Context: an optimization exercise on an open-source flow, tuned for small area and a short achievable clock period. The choices shown serve that exercise and are no tape-out recipe.
Function was checked by simulation only, so behaviour that the tests miss may differ from the original.
Power and IR drop assume default switching activity.

// apc_quantizer
module apc_quantizer (
    input  wire        clk,
    input  wire        rst,
    input  wire        cfg_we,
    input  wire        cfg_sel,
    input  wire [31:0] cfg_data,
    output reg  [3:0]  root,
    output reg  [3:0]  scale,
    output wire [11:0] mask,
    output reg         err_val,
    input  wire        in_valid,
    input  wire [31:0] pitch,
    output reg         out_valid,
    output wire [3:0]  q,
    output wire [27:0] score
);
    wire [11:0] row;
    assign row[0] = (scale == 4'd0) |
        (scale == 4'd1) |
        (scale == 4'd2) |
        (scale == 4'd3) |
        (scale == 4'd4) |
        (scale == 4'd5) |
        (scale == 4'd6) |
        (scale == 4'd7) |
        (scale == 4'd8) |
        (scale == 4'd9) |
        (scale == 4'd10) |
        (scale == 4'd11) |
        (scale == 4'd12);
    assign row[1] = (scale == 4'd0) |
        (scale == 4'd6) |
        (scale == 4'd9);
    assign row[2] = (scale == 4'd0) |
        (scale == 4'd1) |
        (scale == 4'd2) |
        (scale == 4'd3) |
        (scale == 4'd4) |
        (scale == 4'd5) |
        (scale == 4'd7) |
        (scale == 4'd8) |
        (scale == 4'd10);
    assign row[3] = (scale == 4'd0) |
        (scale == 4'd2) |
        (scale == 4'd3) |
        (scale == 4'd4) |
        (scale == 4'd5) |
        (scale == 4'd6) |
        (scale == 4'd9) |
        (scale == 4'd11) |
        (scale == 4'd12);
    assign row[4] = (scale == 4'd0) |
        (scale == 4'd1) |
        (scale == 4'd7) |
        (scale == 4'd8) |
        (scale == 4'd10);
    assign row[5] = (scale == 4'd0) |
        (scale == 4'd1) |
        (scale == 4'd2) |
        (scale == 4'd3) |
        (scale == 4'd4) |
        (scale == 4'd5) |
        (scale == 4'd6) |
        (scale == 4'd8) |
        (scale == 4'd9) |
        (scale == 4'd11) |
        (scale == 4'd12);
    assign row[6] = (scale == 4'd0) |
        (scale == 4'd7) |
        (scale == 4'd9) |
        (scale == 4'd12);
    assign row[7] = (scale == 4'd0) |
        (scale == 4'd1) |
        (scale == 4'd2) |
        (scale == 4'd3) |
        (scale == 4'd4) |
        (scale == 4'd5) |
  ...
clock: 45.0 ns
lec_check: 0
cap_margin: 20
core_margin: 2
core_utilization: 45
cts_cluster_diameter: 60
cts_cluster_size: 10
slew_margin: 20
standard.sh (not shown) runs the stock make flow with config.mk's settings and CLKGATE_MAP_FILE= SYNTH_SCRIPT=/design/flow/synth_recipe.tcl, a recipe that flattens the netlist after the stock synthesis.
==> flow/flow/run.sh <==
#!/bin/bash
set -euo pipefail
WORK=$(pwd)
export BUFFER_PORTS_ARGS="-buffer_cell sky130_fd_sc_hd__buf_1"
export SETUP_SLACK_MARGIN=34
RES="$WORK/orfs/results/$FLOW_PLATFORM/apc_quantizer/base"

# standard synthesis, for reference
bash standard.sh synth > "$WORK/log_1_synth_standard.txt" 2>&1
cp "$RES/1_2_yosys.v" "$WORK/netlist_standard.v"

# own synthesis, in its own ORFS work folder
sed -e "s|SYNTH_SCRIPT=[^ ]*|SYNTH_SCRIPT=$WORK/flow/my_synth.tcl ADDER_MAP_FILE=|" \
    -e "s|WORK_HOME=[^ ]*|WORK_HOME=$WORK/orfs_own|" standard.sh > "$WORK/own_synth.sh"
export MY_ABC_SCRIPT="$WORK/flow/abc.script"
if bash "$WORK/own_synth.sh" synth > "$WORK/log_2_synth_own.txt" 2>&1; then
  OWN="$WORK/orfs_own/results/$FLOW_PLATFORM/apc_quantizer/base/1_2_yosys.v"
  ffs() { grep -oE '^\s*sky130_fd_sc_hd__(df|dl|sdf|edf)[a-z0-9_]*\s+\S+' "$1" | sed -E 's/_[0-9]+\s+/ /' | awk '{print $1, $2}' | sort; }
  if cmp -s <(ffs "$WORK/netlist_standard.v") <(ffs "$OWN") && [ "$(ffs "$OWN" | wc -l)" -gt 0 ]; then
    echo "own synthesis: flip-flops match, using it" > "$WORK/log_2_choice.txt"
    cp "$OWN" "$RES/1_2_yosys.v"
    rm -f "$RES/1_synth.odb" "$RES/1_synth.sdc"
  else
    echo "own synthesis: flip-flops differ, using the standard netlist" > "$WORK/log_2_choice.txt"
  fi
else
  echo "own synthesis failed, using the standard netlist" > "$WORK/log_2_choice.txt"
fi

# layout
bash standard.sh finish > "$WORK/log_3_layout.txt" 2>&1
==> flow/flow/abc.script <==
strash
&get -n
&deepsyn -T 30
&put
dch
map -D 1200
topo
==> flow/flow/my_synth.tcl <==
proc synth {args} { yosys synth -nofsm -noshare {*}$args }
proc abc {args} {
  set i [lsearch -exact $args -script]
  if {$i >= 0} { set args [lreplace $args $i [expr {$i + 1}] -script $::env(MY_ABC_SCRIPT)] }
  set i [lsearch -exact $args -D]
  if {$i >= 0} { set args [lreplace $args $i [expr {$i + 1}]] }
  yosys abc {*}$args
}
source $::env(SCRIPTS_DIR)/synth.tcl
# left out here: clear keep_hierarchy, flatten, clean up, hide names made inside functions, write 1_2_yosys.v
Rerun with:
--- a/flow/flow/run.sh
+++ b/flow/flow/run.sh
@@ -3,5 +3,4 @@
 WORK=$(pwd)
 export BUFFER_PORTS_ARGS="-buffer_cell sky130_fd_sc_hd__buf_1"
-export SETUP_SLACK_MARGIN=34
 RES="$WORK/orfs/results/$FLOW_PLATFORM/apc_quantizer/base"
 
What happened: Critical path depth drops by 1. Area after synthesis is unchanged. Via count drops by 12%. Sequential share of layout area climbs by 6.4 points. Register-to-register slack degrades by 750 ps. Combinational power drops by 37%.
Rerun with:
--- a/flow/flow/run.sh
+++ b/flow/flow/run.sh
@@ -3,4 +3,5 @@
 WORK=$(pwd)
 export BUFFER_PORTS_ARGS="-buffer_cell sky130_fd_sc_hd__buf_1"
+export SETUP_SLACK_MARGIN=34.5
 RES="$WORK/orfs/results/$FLOW_PLATFORM/apc_quantizer/base"
 
Routed wire length goes up by a quarter to a third.
Setup slack is better by 920 ps.
Clock skew stays flat.
Synthesized cell count does not change.
Power goes up by about a fifth.
Synthesized area does not change.
Count of clock-buffer cells in the layout does not change.
Combinational power goes up by well over a third.
Die area stays the same.
Sequential cell count does not change.
Worst hold slack is better by 3.4 ps.

==> static timing again, ports no longer ideal <==
Ports are ideal in the flow. The routed layouts listed here were re-timed in OpenROAD.
Step 1: set_driving_cell puts a clkbuf_16 on clk and a buf_2 on each other input, an assumption about the parent block.
Step 2 also shifts input and output timing later by t, the mid clock arrival at the registers, as if the neighbouring blocks saw the same clock.
Three values: no drivers, after step 1, after step 2; two values: the first two.
run | t (ns) | setup WS [ns] | hold WS [ns]
the first run | 0.305 | 32.964 / 32.940 / 33.245 | 0.477 / 0.477 / 0.477
the second run | 0.308 | 32.101 / 32.076 / 32.384 | 0.472 / 0.472 / 0.472
the third run | 0.311 | 33.022 / 32.998 / 33.309 | 0.475 / 0.475 / 0.475
After both steps every run listed still meets setup and hold.
